Context: an optimization exercise on an open-source flow, tuned for small area. The choices shown serve that exercise and are no tape-out recipe. Only simulation tests tie the RTL to the original design; equivalence was not proved. Power figures rest on the tool's default switching activity, not on a simulated workload.

File: flow/abc_area_map.script
strash
&get -n
&deepsyn -T 60
&put
dch -f
amap
buffer -c
File: constraint.sdc
create_clock -name core_clock -period 12.0 [get_ports {clk}]
set_input_delay 2.4000 -clock core_clock [delete_from_list [all_inputs] [get_ports {clk}]]
set_output_delay 2.4000 -clock core_clock [all_outputs]
set_load 0.01 [all_outputs]
File: standard.sh
#!/bin/bash
# synth_recipe.tcl (not shown) runs the flow's synth.tcl, then flattens the netlist and writes it again
# the make line also repeats each setting of config.mk as NAME=value (left out here)
make -C /OpenROAD-flow-scripts/flow DESIGN_CONFIG=/design/flow/config.mk WORK_HOME=/design/flow/orfs CLKGATE_MAP_FILE= SYNTH_SCRIPT=/design/flow/synth_recipe.tcl "${@:-finish}"
File: flow/synth_dont_use.txt
sky130_fd_sc_hd__a2111o_2 sky130_fd_sc_hd__a2111o_4 sky130_fd_sc_hd__a2111oi_2 sky130_fd_sc_hd__a2111oi_4 sky130_fd_sc_hd__a211o_2 sky130_fd_sc_hd__a211o_4 sky130_fd_sc_hd__a211oi_2 sky130_fd_sc_hd__a211oi_4 sky130_fd_sc_hd__a21bo_2 sky130_fd_sc_hd__a21bo_4 sky130_fd_sc_hd__a21boi_2 sky130_fd_sc_hd__a21boi_4 sky130_fd_sc_hd__a21o_2 sky130_fd_sc_hd__a21o_4 sky130_fd_sc_hd__a21oi_2 sky130_fd_sc_hd__a21oi_4 sky130_fd_sc_hd__a221o_2 sky130_fd_sc_hd__a221o_4 sky130_fd_sc_hd__a221oi_2 sky130_fd_sc_hd__a221oi_4 sky130_fd_sc_hd__a22o_2 sky130_fd_sc_hd__a22o_4 sky130_fd_sc_hd__a22oi_2 sky130_fd_sc_hd__a22oi_4 sky130_fd_sc_hd__a311o_2 sky130_fd_sc_hd__a311o_4 sky130_fd_sc_hd__a311oi_2 sky130_fd_sc_hd__a311oi_4 sky130_fd_sc_hd__a31o_2 sky130_fd_sc_hd__a31o_4 sky130_fd_sc_hd__a31oi_2 sky130_fd_sc_hd__a31oi_4 sky130_fd_sc_hd__a32o_2 sky130_fd_sc_hd__a32o_4 sky130_fd_sc_hd__a32oi_2 sky130_fd_sc_hd__a32oi_4 sky130_fd_sc_hd__a41o_2 sky130_fd_sc_hd__a41o_4 sky130_fd_sc_hd__a41oi_2 sky130_fd_sc_hd__a41oi_4 sky130_fd_sc_hd__and2_2 sky130_fd_sc_hd__and2_4 sky130_fd_sc_hd__and2b_2 sky130_fd_sc_hd__and2b_4 sky130_fd_sc_hd__and3_2 sky130_fd_sc_hd__and3_4 sky130_fd_sc_hd__and3b_2 sky130_fd_sc_hd__and3b_4 sky130_fd_sc_hd__and4_2 sky130_fd_sc_hd__and4_4 sky130_fd_sc_hd__and4b_2 sky130_fd_sc_hd__and4b_4 sky130_fd_sc_hd__and4bb_2 sky130_fd_sc_hd__and4bb_4 sky130_fd_sc_hd__dfbbn_2 sky130_fd_sc_hd__fa_2 sky130_fd_sc_hd__fa_4 sky130_fd_sc_hd__ha_2 sky130_fd_sc_hd__ha_4 sky130_fd_sc_hd__maj3_2 sky130_fd_sc_hd__maj3_4 sky130_fd_sc_hd__mux2_2 sky130_fd_sc_hd__mux2_4 sky130_fd_sc_hd__mux2_8 sky130_fd_sc_hd__mux4_2 sky130_fd_sc_hd__mux4_4 sky130_fd_sc_hd__nand2_2 sky130_fd_sc_hd__nand2_4 sky130_fd_sc_hd__nand2_8 sky130_fd_sc_hd__nand2b_2 sky130_fd_sc_hd__nand2b_4 sky130_fd_sc_hd__nand3_2 sky130_fd_sc_hd__nand3_4 sky130_fd_sc_hd__nand3b_2 sky130_fd_sc_hd__nand3b_4 sky130_fd_sc_hd__nand4_2 sky130_fd_sc_hd__nand4_4 sky130_fd_sc_hd__nand4b_2 sky130_fd_sc_hd__nand4b_4 sky130_fd_sc_hd__nand4bb_2 sky130_fd_sc_hd__nand4bb_4 sky130_fd_sc_hd__nor2_2 sky130_fd_sc_hd__nor2_4 sky130_fd_sc_hd__nor2_8 sky130_fd_sc_hd__nor2b_2 sky130_fd_sc_hd__nor2b_4 sky130_fd_sc_hd__nor3_2 sky130_fd_sc_hd__nor3_4 sky130_fd_sc_hd__nor3b_2 sky130_fd_sc_hd__nor3b_4 sky130_fd_sc_hd__nor4_2 sky130_fd_sc_hd__nor4_4 sky130_fd_sc_hd__nor4b_2 sky130_fd_sc_hd__nor4b_4 sky130_fd_sc_hd__nor4bb_2 sky130_fd_sc_hd__nor4bb_4 sky130_fd_sc_hd__o2111a_2 sky130_fd_sc_hd__o2111a_4 sky130_fd_sc_hd__o2111ai_2 sky130_fd_sc_hd__o2111ai_4 sky130_fd_sc_hd__o211a_2 sky130_fd_sc_hd__o211a_4 sky130_fd_sc_hd__o211ai_2 sky130_fd_sc_hd__o211ai_4 sky130_fd_sc_hd__o21a_2 sky130_fd_sc_hd__o21a_4 sky130_fd_sc_hd__o21ai_2 sky130_fd_sc_hd__o21ai_4 sky130_fd_sc_hd__o21ba_2 sky130_fd_sc_hd__o21ba_4 sky130_fd_sc_hd__o21bai_2 sky130_fd_sc_hd__o21bai_4 sky130_fd_sc_hd__o221a_2 sky130_fd_sc_hd__o221a_4 sky130_fd_sc_hd__o221ai_2 sky130_fd_sc_hd__o221ai_4 sky130_fd_sc_hd__o22a_2 sky130_fd_sc_hd__o22a_4 sky130_fd_sc_hd__o22ai_2 sky130_fd_sc_hd__o22ai_4 sky130_fd_sc_hd__o311a_2 sky130_fd_sc_hd__o311a_4 sky130_fd_sc_hd__o311ai_2 sky130_fd_sc_hd__o311ai_4 sky130_fd_sc_hd__o31a_2 sky130_fd_sc_hd__o31a_4 sky130_fd_sc_hd__o31ai_2 sky130_fd_sc_hd__o31ai_4 sky130_fd_sc_hd__o32a_2 sky130_fd_sc_hd__o32a_4 sky130_fd_sc_hd__o32ai_2 sky130_fd_sc_hd__o32ai_4 sky130_fd_sc_hd__o41a_2 sky130_fd_sc_hd__o41a_4 sky130_fd_sc_hd__o41ai_2 sky130_fd_sc_hd__o41ai_4 sky130_fd_sc_hd__or2_2 sky130_fd_sc_hd__or2_4 sky130_fd_sc_hd__or2b_2 sky130_fd_sc_hd__or2b_4 sky130_fd_sc_hd__or3_2 sky130_fd_sc_hd__or3_4 sky130_fd_sc_hd__or3b_2 sky130_fd_sc_hd__or3b_4 sky130_fd_sc_hd__or4_2 sky130_fd_sc_hd__or4_4 sky130_fd_sc_hd__or4b_2 sky130_fd_sc_hd__or4b_4 sky130_fd_sc_hd__or4bb_2 sky130_fd_sc_hd__or4bb_4 sky130_fd_sc_hd__xnor2_2 sky130_fd_sc_hd__xnor2_4 sky130_fd_sc_hd__xnor3_2 sky130_fd_sc_hd__xnor3_4 sky130_fd_sc_hd__xor2_2 sky130_fd_sc_hd__xor2_4 sky130_fd_sc_hd__xor3_2 sky130_fd_sc_hd__xor3_4
File: design.v
module cu_codec (
    input  wire        clk,
    input  wire        rst_n,
    input  wire        req_valid,
    output wire        req_ready,
    input  wire [7:0]  req_op,
    input  wire [31:0] req_a,
    input  wire [31:0] req_v,
    input  wire [31:0] req_r,
    input  wire        close,
    output wire        rsp_valid,
    output wire [2:0]  rsp_code,
    output wire [2:0]  rsp_kind,
    output wire [31:0] rsp_fuel,
    output wire [3:0]  rsp_start,
    output wire [3:0]  rsp_mode,
    output wire [7:0]  rsp_pit,
    output wire [3:0]  rsp_display,
    output wire [4:0]  rsp_tm_addr,
    output wire [31:0] rsp_tm_stamp,
    output wire [3:0]  rsp_tm_sector,
    output wire [31:0] rsp_version,
    output wire [15:0] rsp_raw_len,
    output wire [63:0] rsp_raw_head,
    output reg  [15:0] discards,
    output wire        tx_valid,
    input  wire        tx_ready,
    output wire [7:0]  tx_data,
    output wire        tx_last,
    input  wire [1:0]  tx_status,
    input  wire        rx_valid,
    output wire        rx_ready,
    input  wire [7:0]  rx_data,
    input  wire        rx_last,
    input  wire        rx_timeout,
    input  wire        rx_ioerr,
    output reg         diag_valid,
    output wire [7:0]  diag_byte
);
    reg  [3:0]  st;
    wire s_resp  = st[3];
    wire s_idle  = ~st[3] & ~st[1] & ~st[0];
    wire s_send  = ~st[3] & ~st[1] &  st[0];
    wire s_await = ~st[3] &  st[1] & ~st[0];
    wire s_dec   = ~st[3] &  st[1] &  st[0];
    wire drop    = st[2];
    reg         closed;
    reg  [4:0]  op;                  
    reg  [15:0] cnt;                 
    reg  [3:0]  sum;                 
    reg         f3a;                 
    reg         chk;                 
    reg  [2:0]  ph;                  
    reg  [7:0]  p [0:6];             
    wire [3:0] vlo = discards[3:0];
    wire [3:0] vhi = discards[7:4];
    wire [3:0] rr  = discards[11:8];
    wire [2:0] aa  = discards[14:12];
    wire a_ok  = ~|req_a[31:3];
    wire v4_ok = ~|req_v[31:4];
    wire v8_ok = ~|req_v[31:8];
    wire r_ok  = ~|req_r[31:4];
    wire p_ok  = v4_ok && (req_v[3:0] != 4'd0) && (req_v[3:0] <= 4'd8);
    reg  [2:0] q_err;
    always @(*) begin
        q_err = 3'd0;
        case (req_op)
            8'h01, 8'h02, 8'h03: begin
                if (!a_ok || !v4_ok) q_err = 3'd1;
                else if (!r_ok)      q_err = 3'd2;
            end
            8'h04: begin
                if (!a_ok || !p_ok) q_err = 3'd1;
                else if (!r_ok)     q_err = 3'd2;
            end
            8'h05, 8'h08, 8'h09, 8'h0A,
            8'h10, 8'h11, 8'h12, 8'h13, 8'h14, 8'h15: q_err = 3'd0;
            8'h06: if (!v8_ok) q_err = 3'd1;
            8'h07: if (!v8_ok) q_err = 3'd2;
            default: q_err = 3'd6;
        endcase
    end
    wire q_send = (q_err == 3'd0) && !closed;
    wire is_btn  = op[4];
    wire is_ign  = ~op[4] & ~op[3] & (op[2:0] == 3'd7);
    wire is_rst  = ~op[4] &  op[3] & (op[2:0] == 3'd0);
    wire is_ver  = ~op[4] &  op[3] & (op[2:0] == 3'd1);
    wire is_req  = ~op[4] &  op[3] & (op[2:0] == 3'd2);
    wire is_lap1 = ~op[4] & ~op[3] & (op[2:0] == 3'd6);
    wire is_lap2 = ~op[4] &  op[3] & (op[2:0] == 3'd6);
    wire is_clr  = ~op[4] & ~op[3] & (op[2:0] == 3'd5);
    wire is_ww   = ~op[4] & ((~op[3] & (op[2:0] != 3'd7)) | is_lap2);
    reg [7:0] key;
    reg [2:0] lastidx;
    always @(*) begin
        if (is_btn)      begin key = 8'h54; lastidx = 3'd1; end
        else if (is_ww)  begin key = 8'h4A; lastidx = 3'd5; end
        else if (is_ign) begin key = 8'h3A; lastidx = 3'd3; end
        else if (is_rst) begin key = 8'h3D; lastidx = 3'd2; end
        else if (is_ver) begin key = 8'h30; lastidx = 3'd0; end
        else             begin key = 8'h3F; lastidx = 3'd0; end
    end
    wire has_chk = is_ww || is_ign;
    wire [2:0] idx = cnt[2:0];
    reg  [3:0] w1, b1, txn;
    always @(*) begin
        case (op[2:0])
            3'd1:    w1 = 4'd0;
            3'd2:    w1 = 4'd1;
            3'd3:    w1 = 4'd2;
            default: w1 = 4'd6;
        endcase
        case (op[2:0])
            3'd0:    b1 = 4'd1;
            3'd1:    b1 = 4'd2;
            3'd2:    b1 = 4'd5;
            3'd3:    b1 = 4'd6;
            3'd4:    b1 = 4'd7;
            default: b1 = 4'd8;
        endcase
        case (idx)
            3'd1:    txn = is_btn ? b1 : is_ign ? vlo : (is_rst | is_lap1) ? 4'd1 :
                           is_lap2 ? 4'd2 : w1;
            3'd2:    txn = is_ign ? vhi : (is_rst | is_clr) ? 4'd0 :
                           (is_lap1 | is_lap2) ? 4'hF : {aa, 1'b0};
            3'd3:    txn = is_clr ? 4'd0 : is_lap1 ? vhi : is_lap2 ? sum : vlo;
            default: txn = is_clr ? 4'd9 : (is_lap1 | is_lap2) ? 4'd1 : rr;
        endcase
    end
    wire [3:0] txchk = is_lap2 ? sum + 4'hC : sum;
    assign tx_valid = s_send;
    assign tx_last  = (idx == lastidx);
    assign tx_data  = (idx == 3'd0) ? key : {4'h3, (has_chk && tx_last) ? txchk : txn};
    wire   tx_take  = s_send && tx_ready;
    wire first     = (cnt == 16'd0) && !drop;
    wire c_lo      = ~|cnt[15:4];
    wire [2:0] pos = (cnt[3:0] <= 4'd7) ? cnt[2:0] - 3'd1 : cnt[2:0];    
    wire storable  = !is_lap1 && c_lo && (is_req ? (cnt[3:0] <= 4'd14) : (cnt[3:0] <= 4'd7));
    wire ph6       = (ph == 3'd6);
    assign req_ready = s_idle;
    assign rx_ready  = s_await && (first ? ph6 : (drop || !storable || ph == pos));
    wire rx_take   = rx_valid && rx_ready;
    wire take_data = rx_take && !rx_timeout && !rx_ioerr;
    wire match     = (rx_data == key);
    wire drop_now  = first ? !match : drop;
    wire mdata     = take_data && !first && !drop;     
    wire k17       = (cnt == 16'd17);
    wire sum_ok    = (rx_data == {4'h3, sum});
    wire lap_end   = take_data && rx_last && !drop_now && is_lap1;
    wire disc_ev   = take_data && first && !match;
    wire ge2  = |cnt[15:1];
    wire ge6  = |cnt[15:3] | (cnt[2] & cnt[1]);
    wire ge12 = |cnt[15:4] | (cnt[3] & cnt[2]);
    wire ge16 = |cnt[15:4];
    reg [2:0] d_code;
    always @(*) begin
        d_code = 3'd0;
        if (is_req) begin
            if (f3a && ge2) d_code = !ge16 ? 3'd2 : chk ? 3'd0 : 3'd3;
            else            d_code = !ge12 ? 3'd2 : chk ? 3'd0 : 3'd3;
        end else if (is_ver) begin
            d_code = !ge6 ? 3'd2 : chk ? 3'd0 : 3'd3;
        end
    end
    assign rsp_valid = s_resp;
    assign rsp_code  = st[2:0];
    assign rsp_kind  = (st[2:0] != 3'd0) ? 3'd0 :
                       is_req ? (f3a ? 3'd1 : 3'd2) :
                       is_ver ? 3'd4 : 3'd3;
    assign rsp_fuel      = {p[1][7:4], p[0][7:4], p[6][3:0], p[5][3:0],
                            p[4][3:0], p[3][3:0], p[2][3:0], p[1][3:0]};
    assign rsp_start     = p[2][7:4];
    assign rsp_mode      = p[3][7:4];
    assign rsp_pit       = {p[5][7:4], p[4][7:4]};
    assign rsp_display   = p[6][7:4];
    assign rsp_tm_addr   = {1'b0, p[0][3:0]} - 5'd1;
    assign rsp_tm_stamp  = {p[2][3:0], p[1][3:0], p[4][3:0], p[3][3:0],
                            p[6][3:0], p[5][3:0], p[1][7:4], p[0][7:4]};
    assign rsp_tm_sector = p[2][7:4];
    assign rsp_version   = {p[3], p[2], p[1], p[0]};
    assign rsp_raw_len   = cnt;
    assign rsp_raw_head  = {p[6], p[5], p[4], p[3], p[2], p[1], p[0], key};
    assign diag_byte     = p[6];
    always @(posedge clk) begin
        if (!rst_n) begin
            st         <= 4'd0;
            closed     <= 1'b0;
            diag_valid <= 1'b0;
            ph         <= 3'd0;
        end else begin
            diag_valid <= disc_ev;
            ph         <= ph6 ? 3'd0 : ph + 3'd1;
            if (close)
                closed <= 1'b1;
            if (s_idle) begin
                if (req_valid) begin
                    if (q_err != 3'd0) st <= {1'b1, q_err};
                    else if (closed)   st <= {1'b1, 3'd5};
                    else               st <= 4'b0001;
                end
            end else if (s_send) begin
                if (tx_take && tx_last) begin
                    if (tx_status == 2'd0)      st <= 4'b0010;
                    else if (tx_status == 2'd1) st <= {1'b1, 3'd4};
                    else                        st <= {1'b1, 3'd5};
                end
            end else if (s_await) begin
                if (rx_take) begin
                    if (rx_timeout)     st <= {1'b1, 3'd4};
                    else if (rx_ioerr)  st <= {1'b1, 3'd5};
                    else if (!rx_last)  st <= {1'b0, drop_now, 2'b10};
                    else if (drop_now)  st <= 4'b0010;
                    else if (is_lap1)   st <= 4'b0001;
                    else                st <= 4'b0011;
                end
            end else if (s_dec) begin
                if (ph6)
                    st <= {1'b1, d_code};
            end else begin
                st <= 4'd0;
            end
        end
    end
    wire        d_load = s_idle && req_valid;
    wire        d_clr  = !rst_n || (tx_take && tx_last && !is_lap2) || (d_load && !q_send);
    wire [15:0] d_par  = {1'b0, req_a[2:0], req_r[3:0], req_v[7:0]};
    wire [16:0] d_t;
    assign d_t[0] = disc_ev && !(&discards);
    genvar g;
    generate
        for (g = 0; g < 16; g = g + 1) begin : g_disc
            assign d_t[g+1] = d_t[g] && discards[g];
            always @(posedge clk)
                discards[g] <= !d_clr && (d_load ? d_par[g] : (discards[g] ^ d_t[g]));
        end
    endgenerate
    wire        c_clr = s_idle || (tx_take && tx_last) || lap_end;
    wire [16:0] c_t;
    assign c_t[0] = tx_take || (take_data && !drop_now && !(&cnt));
    generate
        for (g = 0; g < 16; g = g + 1) begin : g_cnt
            assign c_t[g+1] = c_t[g] && cnt[g];
            always @(posedge clk)
                cnt[g] <= !c_clr && (cnt[g] ^ c_t[g]);
        end
    endgenerate
    wire       st_raw = mdata && storable && !is_req;
    wire       st_lo  = mdata && storable && is_req && (cnt[3:0] <= 4'd7);
    wire       st_hi  = mdata && storable && is_req && (cnt[3:0] >= 4'd8);
    wire       wipe   = !is_req && (cnt[15:3] == 13'd0) && ({1'b0, ph} >= cnt[3:0] - 4'd1 || cnt[2:0] == 3'd0);
    wire [7:0] back   = p[0];
    wire [3:0] in_lo  = (disc_ev || st_raw || st_lo) ? rx_data[3:0] : wipe ? 4'd0 : back[3:0];
    wire [3:0] in_hi  = (disc_ev || st_raw) ? rx_data[7:4] : st_hi ? rx_data[3:0] :
                        wipe ? 4'd0 : back[7:4];
    integer i;
    always @(posedge clk) begin
        for (i = 0; i < 6; i = i + 1)
            p[i] <= p[i+1];
        p[6] <= {in_hi, in_lo};
        if (s_idle)
            op <= req_op[4:0];
        else if (lap_end)
            op[3] <= 1'b1;
        if (tx_take && tx_last && is_lap1)
            sum <= vlo;
        else if ((tx_take && !is_lap2) || (take_data && !is_lap1))
            sum <= (first ? 4'd0 : sum) + (s_send ? tx_data[3:0] : rx_data[3:0]);
        if (mdata && cnt == 16'd1)
            f3a <= (rx_data == 8'h3A);
        if (mdata && (is_ver ? (cnt == 16'd5) :
                      f3a ? (cnt == 16'd15 || k17) : (cnt == 16'd11)))
            chk <= (k17 && chk) || sum_ok;
    end
endmodule
File: flow/run.sh
#!/bin/bash
# The standard layout (standard.sh) with these changes:
#  - synthesis maps with an area-oriented ABC script (abc_area_map.script:
#    a timed &deepsyn AIG search, then choice-based area mapping) instead of
#    ORFS's delay-oriented one, and may not pick the larger-drive variants of
#    logic cells (synth_dont_use.txt, added to the platform's don't-use list
#    for synthesis only); registers are untouched;
#  - each port gets the smallest buffer (buf_1) instead of the resizer's pick;
#  - CTS uses clkbuf_8 and inserts no dummy loads.
set -euo pipefail
here=$(pwd)
rm -rf "$here/scripts_local"
cp -r "$FLOW_HOME/scripts" "$here/scripts_local"
cp "$here/flow/abc_area_map.script" "$here/scripts_local/abc_speed.script"
export SCRIPTS_DIR="$here/scripts_local"
export BUFFER_PORTS_ARGS="-buffer_cell sky130_fd_sc_hd__buf_1"
export CTS_ARGS="-sink_clustering_enable -repair_clock_nets -dont_use_dummy_load -buf_list sky130_fd_sc_hd__clkbuf_8"
base=$(make -s -C "$FLOW_HOME" DESIGN_CONFIG="$here/config.mk" WORK_HOME="$here/orfs" print-DONT_USE_CELLS 2> "$here/print.log" | sed -n 's/^DONT_USE_CELLS: //p')
[[ "$base" == *sky130_fd_sc_hd__lpflow* ]] || { echo "could not read the platform's DONT_USE_CELLS" >&2; exit 1; }
bash standard.sh synth "DONT_USE_CELLS=$base $(cat "$here/flow/synth_dont_use.txt")" > "$here/synth.log" 2>&1
bash standard.sh > "$here/flow.log" 2>&1
File: config.mk
export PLATFORM = sky130hd
export DESIGN_NAME = cu_codec
export DESIGN_NICKNAME = cu_codec
export VERILOG_FILES = /design/flow/design.v
export SDC_FILE = /design/flow/constraint.sdc
export NUM_CORES = 4
export LEC_CHECK = 0
export CAP_MARGIN = 20
export CORE_MARGIN = 2
export CORE_UTILIZATION = 55
export PLACE_DENSITY = 0.65
export SLEW_MARGIN = 20
==> notes.md, run 1 <==
Tmin final about 6.4 ns; R2R Setup Slk about 5.7 ns; TritonCTS Buffers 9; post-synth top area share a little under a third; initial core utilization a little under three fifths; Tot Pwr ~1.0 mW; worst-path fanout max 5; FP Rows 38; final RePlAce weighted congestion slightly below 1; dominant cell type by area after synthesis dfxtp_1; Setup Buffers After CTS 0; Worst Tran Pin Value about 0.99 ns; Leak about 2.8 nW; # setup viols final 0; Total Routing Usage GR a little under a third; Synth warnings 2; Die H 110 um; Post-Syn Area around 6200 um^2; crit path capture type flip-flop; Max VDD drop 0.144 mV; depth of the most critical reg-to-reg path 29; total gr overflow 0; number of hold violations in the final report 0; P&R area growth vs syn 10.3%; Critical Path Start Type input port; Slew HR 33.4%; initial antenna violation count 0; hpwl dp roughly 16000 um; Post-Place Cell Area 6750 um^2; DR pass1 iterations 5; P_int roughly 0.60 mW; Clock Skews roughly 0.014 ns; Sw Share between 40% and 50%; register bit total from synthesis roughly 110; Final period util 53.6%; via count of the first global-routing pass 5676; clk sinks 108; Max Fclk about 0.16 GHz; design area a little under 7000 um^2; Filler Cell Count roughly 960; CP Class input port to flip-flop; Die X-Extent 110 um; synth top area cells dfxtp_1 (31%), buf_4 (16%), ha_1 (8.8%), edfxtp_1 (5.3%), nor2_1 (4.6%); clk buf depth 2; Power Density between 100 and 150 nW/um^2; Hold Path Stages 0; Avg WL per Cell between 15 and 20 um; dpl ws 5.24 ns; Reg power frac a little over 40%; CTS tree built; slack of the critical path 5.57 ns; fin nets 1145; Hold Crit Start p[4][5]$_DFF_P_; count of different cell masters after synthesis 46; diode count 0; worst hold endpoint p[3][5]$_DFF_P_; 1st-iter DRT viols around 520; Final Max Slew Viols 0; clock network power share 17.2%; largest net degree at the start of global routing 17; Die Area around 12000 um^2; RSZ-0062 raised after global routing no; reg-to-reg critical path startpoint op[4]$_DFFE_PP_; reg-to-reg endpoint cnt[15]$_DFF_P_; Root Buffer clkbuf_8; Top Ports 372; status complete, no violations; Vias/cell 5.49; maxcap violations 0; DRC violations left 0; Seq/Total Area, Yosys between 30 and 40%; Min-Delay Path Class flip-flop to flip-flop; layout cells sized above 1 1.13%; port bufs 369; first-pass GRT wire length a little under 30000 um; Psw 0.433 mW; CORE AREA 10900 um^2; CTS hold repair buffers 0; WP data required 12.30 ns; Main synth FF type dfxtp_1; Mapped Cells about 730; CTS resizes 0; DR vias roughly 6k; setup TNS 0 ns; DRT antenna net count 0; Routed WL 19500 um; Post-synth EDFFs 11; asr flop ratio synth 0%; most frequent cells after synthesis buf_4 (131), dfxtp_1 (97), nor2_1 (77); most common cell in the netlist buf_4; Mean Syn Cell Area roughly 8.5 um^2; Combinational Power Share between 40% and 50%; worst skew pair latency approximately 0.39 ns; clk slew on worst S/H paths roughly 0.090 ns; CP arrival 6.73 ns; H-tree Lvls 3
[routing by layer]
metal	wire length, um	GRT usage, %	part of all wire [%]
met1	7640	35.6	39
met2	10100	56.2	52
met3	1300	5.54	6.7
met4	467	10.6	2.4
met5	0	0	0
[per-stage QoR]
stage	std cells	util (%)	hold slack, ns
6_report	1115	62.9	0.368
5_1_grt	1115	62.9	0.377
4_1_cts	1115	62.9	0.363
3_5_place_dp	1106	61.7	0.358
3_3_place_gp	1106	61.7	0.354
2_1_floorplan	733	-	0.394
[cell type report]
type / instances / area [um^2] / area share, %
well taps: 140 / 175 / 2.55
clock buffers: 9 / 124 / 1.80
flip-flops and latches: 108 / 2270 / 33.0
inverters: 77 / 289 / 4.20
multi-input cells: 411 / 2630 / 38.2
repair buffers: 370 / 1390 / 20.2
[sequential cells by signal (all words and copies together) (netlist names)]
name / flops
op: 5
f3a: 1
chk: 1
p: 56
discards: 16
ph: 3
closed: 1
sum: 4
diag_valid: 1
st: 4
cnt: 16
[cell families (layout without fill, tap and decap cells)]
| group | after synthesis | in the layout | share of synthesized area, % |
|---|---|---|---|
| adder cells (fa/ha/maj) | 45 | 45 | 9.15 |
| AO/OA/AOI/OAI | 131 | 131 | 14.5 |
| flip-flops | 108 | 108 | 36.4 |
| other | 1 | 2 | 0.0601 |
| AND/OR/NAND/NOR | 233 | 233 | 18.2 |
| buffers and inverters | 214 | 456 | 21.6 |
[how the worst max path moves through the flow]
stage / slack [ns] / from / endpoint / depth (start not counted)
after global routing: 5.30 / rx_data[0] / cnt[15]$_DFF_P_ / 27
after CTS: 5.62 / rx_data[0] / cnt[15]$_DFF_P_ / 27
after floorplan: 5.84 / rx_data[0] / cnt[14]$_DFF_P_ / 26
final: 5.57 / rx_data[0] / cnt[15]$_DFF_P_ / 27
after detailed placement: 5.24 / rx_data[0] / cnt[15]$_DFF_P_ / 27
after global placement: 5.29 / rx_data[0] / cnt[14]$_DFF_P_ / 27
[placed cells by master, fill, tap and decap left out, types with 3 or more instances in the layout]
cell type    n
buf_1      369
dfxtp_1     97
nor2_1      77
inv_1       75
nand2_1     44
ha_1        44
nor3_1      27
o21ai_0     24
nor4_1      22
a21oi_1     21
o22ai_1     15
a32o_1      15
and2b_1     15
nand3_1     13
a31oi_1     12
nand4_1     12
edfxtp_1    11
a211oi_1    10
clkbuf_8     9
or3_1        6
or2_1        6
or4_1        6
a221oi_1     5
o221ai_1     5
o31ai_1      3
o21a_1       3
a2111oi_0    3
o2111ai_1    3
[power groups by stage]
stage,clock network [mW],registers (mW),logic [mW]
floorplan,0,0.426,0.284
global placement,0,0.434,0.418
detailed placement,0,0.434,0.416
CTS,0.182,0.426,0.418
global route,0.194,0.430,0.467
finish,0.177,0.427,0.426
[worst max-delay path: stages]
cell	delay [ns]
buf_1	0.10
inv_1	0.16
nand2_1	0.11
nor2_1	0.10
nor2_1	0.04
nor2_1	0.08
nor2_1	0.06
a31oi_1	0.30
nor2_1	0.16
o31ai_1	0.10
o21ai_0	0.11
ha_1	0.20
ha_1	0.18
ha_1	0.19
ha_1	0.19
ha_1	0.18
ha_1	0.19
ha_1	0.19
ha_1	0.18
ha_1	0.18
ha_1	0.18
ha_1	0.18
ha_1	0.18
ha_1	0.18
ha_1	0.18
ha_1	0.19
a211oi_1	0.24
==> run 2: changes to the inputs <==
--- a/flow/run.sh
+++ b/flow/run.sh
@@ -14,7 +14,7 @@
 cp "$here/flow/abc_area_map.script" "$here/scripts_local/abc_speed.script"
 export SCRIPTS_DIR="$here/scripts_local"
 export BUFFER_PORTS_ARGS="-buffer_cell sky130_fd_sc_hd__buf_1"
-export CTS_ARGS="-sink_clustering_enable -repair_clock_nets -dont_use_dummy_load -buf_list sky130_fd_sc_hd__clkbuf_8"
+export CTS_ARGS="-sink_clustering_enable -repair_clock_nets -dont_use_dummy_load -buf_list sky130_fd_sc_hd__clkbuf_16 -sink_clustering_size 40 -sink_clustering_max_diameter 200 -sink_buffer_max_cap_derate 1.0"
 base=$(make -s -C "$FLOW_HOME" DESIGN_CONFIG="$here/config.mk" WORK_HOME="$here/orfs" print-DONT_USE_CELLS 2> "$here/print.log" | sed -n 's/^DONT_USE_CELLS: //p')
 [[ "$base" == *sky130_fd_sc_hd__lpflow* ]] || { echo "could not read the platform's DONT_USE_CELLS" >&2; exit 1; }
 bash standard.sh synth "DONT_USE_CELLS=$base $(cat "$here/flow/synth_dont_use.txt")" > "$here/synth.log" 2>&1
==> notes.md, run 2 <==
Root Buffer clkbuf_16; Post-Syn Area 6320 um^2 (+1.4%); Synth warnings 2 (unchanged); Total Routing Usage GR 30.1% (-0.55 points); design area 7010 um^2 (+2.0%); Vias/cell 5.56 (+1.3%); worst hold endpoint p[4][7]$_DFF_P_; fin nets 1149 (+0.35%); final hold slack 0.363 ns (-0.00490 ns); setup TNS 0 ns (unchanged); largest net degree at the start of global routing 19 (+2); final RePlAce weighted congestion 0.997 (+0.95%); reg-to-reg critical path startpoint op[4]$_DFFE_PP_; top flop regs p x56, cnt x16, discards x16; worst-path fanout max 9 (+4); crit path capture type output port; port bufs 369 (unchanged); DR pass1 iterations 6 (+1); clk sinks 108 (unchanged); H-tree Lvls 3 (unchanged); Final Non-Filler Cells 1122 (+0.63%); slack of the critical path 5.25 ns (-0.321 ns); CTS resizes 0 (unchanged); most frequent cells in the layout buf_1 (369), dfxtp_1 (97), nor2_1 (86), inv_1 (74), ha_1 (44); TritonCTS Buffers 9 (unchanged); Slew HR 35.2% (+1.8 points); reg-to-reg endpoint discards[14]$_DFF_P_; Placed Cells 1113 (+0.63%); Mapped Cells 738 (+0.82%); Mean Syn Cell Area 8.57 um^2 (+0.56%); CORE AREA 11300 um^2 (+3.5%); number of hold violations in the final report 0 (unchanged); Final period util 56.3% (+2.7 points); dominant cell type by area after synthesis dfxtp_1; hpwl dp 16300 um (+0.16%); Final Max Slew Viols 0 (unchanged); Clock Skews 0.0213 ns (+0.00769 ns); most common cell in the netlist buf_4; Post-synth EDFFs 11 (unchanged); Critical Path Start Type flip-flop; Tmin final 6.75 ns (+0.321 ns); Hold Crit Start p[5][7]$_DFF_P_; max FFs per register 56 (unchanged); Seq/Total Area, Yosys 35.9% (-0.50 points); Top Ports 372 (unchanged); Biggest register p; synth top area cells dfxtp_1 (31%), buf_4 (16%), ha_1 (8.7%), edfxtp_1 (5.2%), nor2_1 (5.1%); status complete, no violations; P&R area growth vs syn 10.9%; WP data required 9.60 ns (-2.70 ns); Max Fclk 0.148 GHz (-4.8%); DRC violations left 0 (unchanged); initial antenna violation count 0 (unchanged); Routed WL 19600 um (+0.52%); register bit total from synthesis 108 (unchanged); diode count 0 (unchanged); R2R Setup Slk 5.37 ns (-0.37 ns); Hold Path Stages 0 (unchanged); worst skew pair latency 0.35 ns (-0.04 ns); DR vias 6239 (+1.9%); first-pass GRT wire length 29300 um (-1.8%); DRT antenna net count 0 (unchanged); FP Rows 39 (+2.6%); total gr overflow 0 (unchanged); dpl ws 5.02 ns (-0.218 ns); Worst Tran Pin Value 0.965 ns (-0.0268 ns); Filler Cell Count 1027 (+6.6%); via count of the first global-routing pass 5689 (+0.23%); maxcap violations 0 (unchanged); post-synth top area share 30.7% (-0.43 points); clk slew on worst S/H paths 0.07 ns (-0.02 ns); Min-Delay Path Class flip-flop to flip-flop; Avg WL per Cell 17.4 um (-0.10%); # setup viols final 0 (unchanged); Max VDD drop 0.150 mV (+4.2%); most frequent cells after synthesis buf_4 (131), dfxtp_1 (97), nor2_1 (86); Main synth FF type dfxtp_1; CTS hold repair buffers 0 (unchanged); Power Density 156 nW/um^2 (+4.0%); 1st-iter DRT viols 416 (-20%); Die H 111 um (+0.67%); Die X-Extent 111 um (+0.67%); count of different cell masters after synthesis 52 (+13%); CP arrival 4.35 ns (-2.38 ns); CP Class flip-flop to output port; asr flop ratio synth 0% (unchanged); initial core utilization 55.8% (-1.2 points); Post-Place Cell Area 6790 um^2 (+0.56%); depth of the most critical reg-to-reg path 29 (unchanged); Setup Buffers After CTS 0 (unchanged); RSZ-0062 raised after global routing no; clk buf depth 2 (unchanged); CTS tree built; commonest non-fill, non-tap cell in the layout buf_1; Leak 2.83 nW (+2.2%); Die Area 12400 um^2 (+1.3%); layout cells sized above 1 1.02% (-0.11 points)
## run 2: routing by layer
metal	vias to the layer above	part of all wire [%]	track usage [%]
met2	358	51	53.0
li1	2931	-	-
met1	2903	39	36.0
met3	47	7.2	5.30
met4	0	3.3	12.8
met5	-	0	0
## run 2: worst max-delay path by stage
stage | endpoint | start | cells after the start | slack (ns)
2_1_floorplan | discards[14]$_DFF_P_ | rx_data[6] | 22 | 5.72
3_3_place_gp | discards[14]$_DFF_P_ | rx_data[4] | 22 | 5.17
3_5_place_dp | discards[14]$_DFF_P_ | rx_data[4] | 22 | 5.02
4_1_cts | tx_data[1] | op[4]$_DFFE_PP_ | 12 | 5.35
5_1_grt | discards[15]$_DFF_P_ | op[4]$_DFFE_PP_ | 30 | 4.93
6_report | tx_data[1] | op[4]$_DFFE_PP_ | 12 | 5.25
## run 2: logic make-up after synthesis
family / count (synthesis) / synth area share, %
simple gates: 237 / 18.3
buf+inv: 214 / 22.0
compound gates: 133 / 14.6
flops: 108 / 35.9
fa+ha+maj: 45 / 9.02
other cells: 1 / 0.0593
## run 2: power by group
part	internal, mW	total [mW]	switching (mW)
logic	0.135	0.412	0.277
registers	0.394	0.428	0.0341
clock network	0.132	0.252	0.119
total	0.661	1.09	0.431
## run 2: layout make-up
cell class	count	area (um^2)	area share, %
clock buffer	9	225	3.21
timing repair buffer	370	1390	19.9
tap	143	179	2.55
sequential	108	2270	32.4
inverter	75	282	4.01
multi-input combinational	417	2660	38.0
## run 2: stage by stage
step | utilization (%) | total power [mW]
after global routing | 62.0 | 1.15
after detailed placement | 60.0 | 0.839
final | 62.0 | 1.09
after CTS | 62.0 | 1.09
after floorplan | - | 0.714
after global placement | 60.0 | 0.833
## run 2: critical path, cell delays in order, from the launching register on
cell and delay (ns):
edfxtp_1 0.51, inv_1 0.29, nand2_1 0.11, nor3_1 0.56
nor2_1 0.30, nor2_1 0.34, nand3_1 0.11, a221oi_1 0.61
inv_1 0.22, nor2_1 0.28, a311oi_1 0.10, a211oi_1 0.39
buf_1 0.20

==> what the ideal ports hide <==
The results above use ideal ports. As a check the final layouts listed here were re-extracted and re-timed, cells and wires unchanged.
Step 1, drivers: a clkbuf_16 drives clk and a buf_2 each remaining input, both assumed.
Step 2 times the ports against the registers' clock, not the clock port: input delays grow and output delays shrink by t, the midpoint of the rising clock arrivals with the driver on.
Three values: ideal ports, drivers, drivers and shift; two values: the first two.
| run | t (ns) | slack for setup (ns) | hold slack, ns |
|---|---|---|---|
| run 1 | 0.422 | 5.569 / 5.578 / 5.156 | 0.368 / 0.368 / 0.368 |
| run 2 | 0.391 | 5.248 / 5.202 / 5.004 | 0.363 / 0.363 / 0.363 |
After both steps setup and hold are still met in every run listed. For run 1, which loses most, drivers alone change the setup slack by +0.009 ns; drivers and shift together by -0.413 ns.
